Context: an optimization exercise on an open-source flow, tuned for small area. The choices shown serve that exercise and are no tape-out recipe. The RTL was checked by simulation tests, not by an equivalence proof against the original design. Power and IR drop assume default switching activity.

==> job 3452: inputs <==
Design vc8_core, start of the top module:
module vc8_core (
    input  wire        clk,
    input  wire        rst,           
    output reg         mem_req,
    output reg         mem_we,
    output wire [18:0] mem_addr,
    output wire [7:0]  mem_wdata,
    input  wire [7:0]  mem_rdata,
    input  wire        mem_ready,
    input  wire [7:0]  in_key,
    input  wire [15:0] in_mouse_x,
    input  wire [15:0] in_mouse_y,
    input  wire [15:0] in_screen_w,
    input  wire [15:0] in_screen_h,
    output wire        in_take,
    output reg         fault,
    output reg  [3:0]  fault_code,
    output wire [20:0] fault_pc,
    output wire [7:0]  fault_opcode
);
    localparam [1:0] S_INIT  = 2'd0,
                     S_TAKE  = 2'd1,
                     S_FETCH = 2'd2,
                     S_EXEC  = 2'd3;
    localparam [3:0] K_END   = 4'd0,
                     K_I     = 4'd1,    
                     K_R     = 4'd2,    
                     K_W     = 4'd3,    
                     K_EA    = 4'd4,    
                     K_MRD   = 4'd5,    
                     K_MWR   = 4'd6,    
                     K_SPD   = 4'd7,    
                     K_SPI   = 4'd8,    
                     K_LOOK  = 4'd9,    
  ...
Settings: LEC_CHECK=0, CAP_MARGIN=20, CORE_MARGIN=2, CORE_UTILIZATION=40, PLACE_DENSITY=0.6, SLEW_MARGIN=20, BUFFER_PORTS_ARGS=-buffer_cell sky130_fd_sc_hd__buf_1, CTS_ARGS=-sink_clustering_enable -repair_clock_nets -dont_use_dummy_load -buf_list sky130_fd_sc_hd__clkbuf_8 -sink_clustering_size 20 -sink_clustering_max_diameter 60; clock period 10.0 ns.
standard.sh (not shown) runs the stock make flow with config.mk's settings and CLKGATE_MAP_FILE= SYNTH_SCRIPT=/design/flow/synth_recipe.tcl, a recipe that flattens the netlist after the stock synthesis.
==> flow/flow/run.sh <==
#!/bin/bash
# The standard layout (standard.sh, unchanged synthesis), with two
# changes made through config.mk: the port buffers use the smallest buffer
# cell, and clock tree synthesis uses clkbuf_8 with larger sink clusters and
# no dummy loads. The full output of the layout goes to standard.log.
cat >> config.mk <<'EOF'
export BUFFER_PORTS_ARGS = -buffer_cell sky130_fd_sc_hd__buf_1
export CTS_ARGS = -sink_clustering_enable -repair_clock_nets -dont_use_dummy_load -buf_list sky130_fd_sc_hd__clkbuf_8 -sink_clustering_size 20 -sink_clustering_max_diameter 60
EOF
bash standard.sh > standard.log 2>&1
==> job 1620: changes against job 3452 <==
--- a/flow/design.v
+++ b/flow/design.v
@@ -48,13 +48,13 @@
     reg [19:0] ea;             
     reg [7:0]  th, tl, uh, ul;
     reg [2:0]  idx;
     reg [4:0]  cnt;
     reg [3:0]  stp;
     reg [1:0]  sub;
-    reg        skip, flag;
+    reg        flag;
     reg [4:0]  ph;             
     reg [3:0]  ft_n;
     reg [4:0]  cs_n;
     reg [7:0]  rf   [0:7];
     reg [15:0] ftid [0:7];
     reg [18:0] ar   [0:23];
@@ -83,13 +83,13 @@
         endcase
     endfunction
     function [10:0] uop(input [7:0] o, input [3:0] s);
         reg [10:0] u;
         begin
             u = {K_END, X_BYTE, 4'd1, 1'b0};
-            case (o)
+            if (s != 4'd15) case (o)
             8'h00: case (s)    
                 0: u = {K_I, X_BYTE, 4'd3, 1'b0};
                 1: u = {K_I, X_BYTE, 4'd0, 1'b1};
                 2: u = {K_W, X_CNT,  4'd0, 1'b0};
                 default: u = {K_END, X_BYTE, 4'd0, 1'b0}; endcase
             8'h01: case (s)    
@@ -292,14 +292,15 @@
     wire [8:0] ea_hi   = {1'b0, uh} + {8'd0, alu_s[8]};
     wire [19:0] ea_addr = {3'd0, ea_hi, alu_s[7:0]};
     wire [8:0]  mul_s  = {1'b0, th} + {1'b0, tl[0] ? ul : 8'd0};
     wire [16:0] dv_sh  = {ea[15:0], th[7]};
     wire [17:0] dv_df  = {1'b0, dv_sh} - {2'b00, uh, ul};
     wire        dv_ge  = !dv_df[17];
-    wire        js     = pc[0] ^ tl[0] ^ flag;
-    wire        jc     = (pc[0] & tl[0]) | (pc[0] & flag) | (tl[0] & flag);
+    wire        jx     = cnt[4:3] != 2'b00 ? tl[7] : tl[cnt[2:0]];
+    wire        js     = pc[0] ^ jx ^ flag;
+    wire        jc     = (pc[0] & jx) | (pc[0] & flag) | (jx & flag);
     wire rf_hit  = (ph[2:0] == idx);
     wire ft_slot = (ph[4:3] == 2'b10);
     wire ft_vld  = ft_slot && ({1'b0, ph[2:0]} < ft_n);
     wire ft_hit  = ft_vld && (ftid_tap == {th, tl});
     wire ft_ins  = ft_slot && !flag && !ft_hit && (ph[2:0] == ft_n[2:0]) && !ft_n[3];
     wire cs_slot = !ph[4] && (ph[3:0] == cs_n[3:0]) && !cs_n[4];
@@ -338,13 +339,13 @@
         rf_wd = th;
         ar_we = 1'b0;
         id_we = 1'b0;
         if (state == S_INIT) begin
             rf_we = 1'b1;
             rf_wd = 8'd0;
-        end else if (exec && !skip && !pend) begin
+        end else if (exec && !pend) begin
             case (kind)
             K_R: if (sub == 2'd1 && rf_hit && act == 4'd5) begin
                      rf_we = !(op[3] && op[1]) || carry;
                      rf_wd = alu_s[7:0];
                  end
             K_W: if (sub == 2'd1 && rf_hit) begin
@@ -399,32 +400,28 @@
                 state <= S_FETCH;
             end
             S_FETCH: begin
                 stp  <= 4'd0;
                 sub  <= 2'd0;
                 cnt  <= 5'd0;
-                skip <= 1'b0;
                 if (pc[20:19] != 2'b00) begin
                     op   <= 8'd0;
                     pend <= 1'b1;
                 end else if (rd_ok) begin
                     op    <= rb;
                     ea    <= ea_inc;
                     state <= S_EXEC;
                 end
             end
-            default: if (skip && kind != K_END) begin    
-                next_step;
-            end else begin
+            default: begin    
                 case (kind)
                 K_END: begin
                     if (stp == 4'd0 && (unsup || oob)) pend <= 1'b1;
                     else begin
                         state <= S_TAKE;
-                        if (skip) pc <= {1'b0, ea_inc};
-                        else case (act[2:0])
+                        case (act[2:0])
                             3'd1: pc <= {1'b0, ea_inc};
                             3'd2: pc <= 21'd65536;
                             3'd3: begin pc <= {1'b0, ea_inc}; carry <= 1'b0; end
                             3'd4: begin pc <= {1'b0, ea_inc}; carry <= 1'b1; end
                             default: ;
                         endcase
@@ -467,13 +464,13 @@
                         next_step;
                         if (kind == K_R) case (act)
                             4'd0: th <= rf_tap;
                             4'd1: tl <= rf_tap;
                             4'd2: uh <= rf_tap;
                             4'd3: ul <= rf_tap;
-                            4'd4: skip <= (rf_tap == 8'd0) == (op == 8'h05 || op == 8'h32 || op == 8'h37);
+                            4'd4: if ((rf_tap == 8'd0) == (op == 8'h05 || op == 8'h32 || op == 8'h37)) stp <= 4'd15;
                             4'd5: if (alu_cw) carry <= 1'b1;
                             4'd6: begin tl <= alu_s[7:0]; if (alu_s[8]) carry <= 1'b1; end
                             4'd7: begin th <= 8'd0; tl <= rf_tap; end
                             default: ea <= ea_addr;
                         endcase
                     end
@@ -591,13 +588,12 @@
                 endcase
                 K_JMP: case (sub)
                     2'd0: begin flag <= 1'b1; cnt <= 5'd0; sub <= 2'd1; end
                     default: begin
                         pc   <= {js, pc[20:1]};
                         flag <= jc;
-                        tl   <= {tl[7], tl[7:1]};
                         cnt  <= cnt + 5'd1;
                         if (cnt == 5'd20) next_step;
                     end
                 endcase
                 default: next_step;
                 endcase
@@ -607,13 +603,13 @@
     end
     always @(*) begin
         mem_req = 1'b0;
         mem_we  = 1'b0;
         if (!pend) case (state)
             S_FETCH: mem_req = 1'b1;
-            S_EXEC: if (!skip) case (kind)
+            S_EXEC: case (kind)
                 K_I: mem_req = 1'b1;
                 K_R, K_W: mem_req = (sub == 2'd0) && (xsrc == X_BYTE);
                 K_MRD: mem_req = 1'b1;
                 K_MWR: begin mem_req = 1'b1; mem_we = 1'b1; end
                 K_SCAN: mem_req = (sub == 2'd1);
                 default: ;
CORE_UTILIZATION = 65   (was 40)
PLACE_DENSITY = 0.8   (was 0.6)
==> job 6239: changes against job 3452 <==
--- a/flow/design.v
+++ b/flow/design.v
@@ -48,13 +48,13 @@
     reg [19:0] ea;             
     reg [7:0]  th, tl, uh, ul;
     reg [2:0]  idx;
     reg [4:0]  cnt;
     reg [3:0]  stp;
     reg [1:0]  sub;
-    reg        skip, flag;
+    reg        flag;
     reg [4:0]  ph;             
     reg [3:0]  ft_n;
     reg [4:0]  cs_n;
     reg [7:0]  rf   [0:7];
     reg [15:0] ftid [0:7];
     reg [18:0] ar   [0:23];
@@ -83,13 +83,13 @@
         endcase
     endfunction
     function [10:0] uop(input [7:0] o, input [3:0] s);
         reg [10:0] u;
         begin
             u = {K_END, X_BYTE, 4'd1, 1'b0};
-            case (o)
+            if (s != 4'd15) case (o)
             8'h00: case (s)    
                 0: u = {K_I, X_BYTE, 4'd3, 1'b0};
                 1: u = {K_I, X_BYTE, 4'd0, 1'b1};
                 2: u = {K_W, X_CNT,  4'd0, 1'b0};
                 default: u = {K_END, X_BYTE, 4'd0, 1'b0}; endcase
             8'h01: case (s)    
@@ -292,14 +292,15 @@
     wire [8:0] ea_hi   = {1'b0, uh} + {8'd0, alu_s[8]};
     wire [19:0] ea_addr = {3'd0, ea_hi, alu_s[7:0]};
     wire [8:0]  mul_s  = {1'b0, th} + {1'b0, tl[0] ? ul : 8'd0};
     wire [16:0] dv_sh  = {ea[15:0], th[7]};
     wire [17:0] dv_df  = {1'b0, dv_sh} - {2'b00, uh, ul};
     wire        dv_ge  = !dv_df[17];
-    wire        js     = pc[0] ^ tl[0] ^ flag;
-    wire        jc     = (pc[0] & tl[0]) | (pc[0] & flag) | (tl[0] & flag);
+    wire        jx     = cnt[4:3] != 2'b00 ? tl[7] : tl[cnt[2:0]];
+    wire        js     = pc[0] ^ jx ^ flag;
+    wire        jc     = (pc[0] & jx) | (pc[0] & flag) | (jx & flag);
     wire rf_hit  = (ph[2:0] == idx);
     wire ft_slot = (ph[4:3] == 2'b10);
     wire ft_vld  = ft_slot && ({1'b0, ph[2:0]} < ft_n);
     wire ft_hit  = ft_vld && (ftid_tap == {th, tl});
     wire ft_ins  = ft_slot && !flag && !ft_hit && (ph[2:0] == ft_n[2:0]) && !ft_n[3];
     wire cs_slot = !ph[4] && (ph[3:0] == cs_n[3:0]) && !cs_n[4];
@@ -338,13 +339,13 @@
         rf_wd = th;
         ar_we = 1'b0;
         id_we = 1'b0;
         if (state == S_INIT) begin
             rf_we = 1'b1;
             rf_wd = 8'd0;
-        end else if (exec && !skip && !pend) begin
+        end else if (exec && !pend) begin
             case (kind)
             K_R: if (sub == 2'd1 && rf_hit && act == 4'd5) begin
                      rf_we = !(op[3] && op[1]) || carry;
                      rf_wd = alu_s[7:0];
                  end
             K_W: if (sub == 2'd1 && rf_hit) begin
@@ -399,32 +400,28 @@
                 state <= S_FETCH;
             end
             S_FETCH: begin
                 stp  <= 4'd0;
                 sub  <= 2'd0;
                 cnt  <= 5'd0;
-                skip <= 1'b0;
                 if (pc[20:19] != 2'b00) begin
                     op   <= 8'd0;
                     pend <= 1'b1;
                 end else if (rd_ok) begin
                     op    <= rb;
                     ea    <= ea_inc;
                     state <= S_EXEC;
                 end
             end
-            default: if (skip && kind != K_END) begin    
-                next_step;
-            end else begin
+            default: begin    
                 case (kind)
                 K_END: begin
                     if (stp == 4'd0 && (unsup || oob)) pend <= 1'b1;
                     else begin
                         state <= S_TAKE;
-                        if (skip) pc <= {1'b0, ea_inc};
-                        else case (act[2:0])
+                        case (act[2:0])
                             3'd1: pc <= {1'b0, ea_inc};
                             3'd2: pc <= 21'd65536;
                             3'd3: begin pc <= {1'b0, ea_inc}; carry <= 1'b0; end
                             3'd4: begin pc <= {1'b0, ea_inc}; carry <= 1'b1; end
                             default: ;
                         endcase
@@ -467,13 +464,13 @@
                         next_step;
                         if (kind == K_R) case (act)
                             4'd0: th <= rf_tap;
                             4'd1: tl <= rf_tap;
                             4'd2: uh <= rf_tap;
                             4'd3: ul <= rf_tap;
-                            4'd4: skip <= (rf_tap == 8'd0) == (op == 8'h05 || op == 8'h32 || op == 8'h37);
+                            4'd4: if ((rf_tap == 8'd0) == (op == 8'h05 || op == 8'h32 || op == 8'h37)) stp <= 4'd15;
                             4'd5: if (alu_cw) carry <= 1'b1;
                             4'd6: begin tl <= alu_s[7:0]; if (alu_s[8]) carry <= 1'b1; end
                             4'd7: begin th <= 8'd0; tl <= rf_tap; end
                             default: ea <= ea_addr;
                         endcase
                     end
@@ -591,13 +588,12 @@
                 endcase
                 K_JMP: case (sub)
                     2'd0: begin flag <= 1'b1; cnt <= 5'd0; sub <= 2'd1; end
                     default: begin
                         pc   <= {js, pc[20:1]};
                         flag <= jc;
-                        tl   <= {tl[7], tl[7:1]};
                         cnt  <= cnt + 5'd1;
                         if (cnt == 5'd20) next_step;
                     end
                 endcase
                 default: next_step;
                 endcase
@@ -607,13 +603,13 @@
     end
     always @(*) begin
         mem_req = 1'b0;
         mem_we  = 1'b0;
         if (!pend) case (state)
             S_FETCH: mem_req = 1'b1;
-            S_EXEC: if (!skip) case (kind)
+            S_EXEC: case (kind)
                 K_I: mem_req = 1'b1;
                 K_R, K_W: mem_req = (sub == 2'd0) && (xsrc == X_BYTE);
                 K_MRD: mem_req = 1'b1;
                 K_MWR: begin mem_req = 1'b1; mem_we = 1'b1; end
                 K_SCAN: mem_req = (sub == 2'd1);
                 default: ;
CAP_MARGIN = 0   (was 20)
CORE_UTILIZATION = 60   (was 40)
PLACE_DENSITY = 0.75   (was 0.6)
SLEW_MARGIN = 0   (was 20)
==> summary of the runs <==
Against job 1620, the clock-buffer cell count of job 3452 is higher by 2.
Against job 6239, the maximum frequency of job 1620 is lower by about 9%.
Between job 1620 and job 3452, the lower sequential cell count is in job 1620 (gap 1).
Of job 1620 and job 3452, job 3452 has the higher die area (gap about 40%, measured against job 3452).
Routed wire length: job 3452 is lower than job 1620 (about 0.5%).
In area after synthesis, job 3452 and job 1620 hardly differ.
==> figures <==
Final worst setup slack: job 6239 2480 ps; job 1620 1720 ps; job 3452 1940 ps
Mapped Area: job 6239 29200 um2; job 1620 29200 um2; job 3452 29200 um2
N_taps: job 6239 615; job 1620 592; job 3452 959
Count of clock buffers in the final design: job 6239 52; job 1620 52; job 3452 54
Count of inverters not on the clock network in the layout: job 6239 65; job 1620 65; job 3452 67
Seq/total area: job 6239 0.543; job 1620 0.543; job 3452 0.531
Seq pwr: job 6239 3.23 mW; job 1620 3.23 mW; job 3452 3.24 mW
Syn Nets: job 6239 2894; job 1620 2894; job 3452 2923
Number of DRC markers in iteration 0: job 6239 2383; job 1620 3509; job 3452 2166
Comb pwr: job 6239 126 uW; job 1620 132 uW; job 3452 168 uW
Share of synthesized cell area in full adder, half adder and majority cells: job 6239 0.0362; job 1620 0.0362; job 3452 0.0382
Footprint of the multi-input gates: job 6239 11400 um2; job 1620 11400 um2; job 3452 11600 um2
Result of the run: job 6239 complete, no violations; job 1620 complete, no violations; job 3452 complete, no violations
Static power due to leakage: job 6239 11.7 nW; job 1620 11.7 nW; job 3452 11.9 nW

==> port drivers added, routing unchanged <==
In the flow no input, the clock included, has a driving cell. The finished layouts below were timed again as built, in two steps.
Step 1 assumes that a clkbuf_16 drives the clock port and a buf_2 every other input.
Step 2 moves the port delays by t, midway between the first and last clock arrival at a register: inputs arrive t later, outputs are due t later. That takes back most of the time a late clock gives input paths.
a / b / c = no drivers / after step 1 / after step 2; a / b = the first two.
run | shift t [ns] | setup WS [ns] | latest minus earliest clock arrival (ns) | worst data-port slew with drivers (ns) | cell pins on the clock port's net
job 3452 | 0.692 | 1.944 / 1.886 / 2.463 | 0.139 / 0.138 | 0.05 | 1
job 1620 | 0.728 | 1.724 / 1.724 / 1.724 | 0.106 / 0.106 | 0.06 | 1
job 6239 | 0.695 | 2.478 / 2.478 / 2.478 | 0.102 / 0.102 | 0.05 | 1
After both steps setup and hold are still met in every run listed.
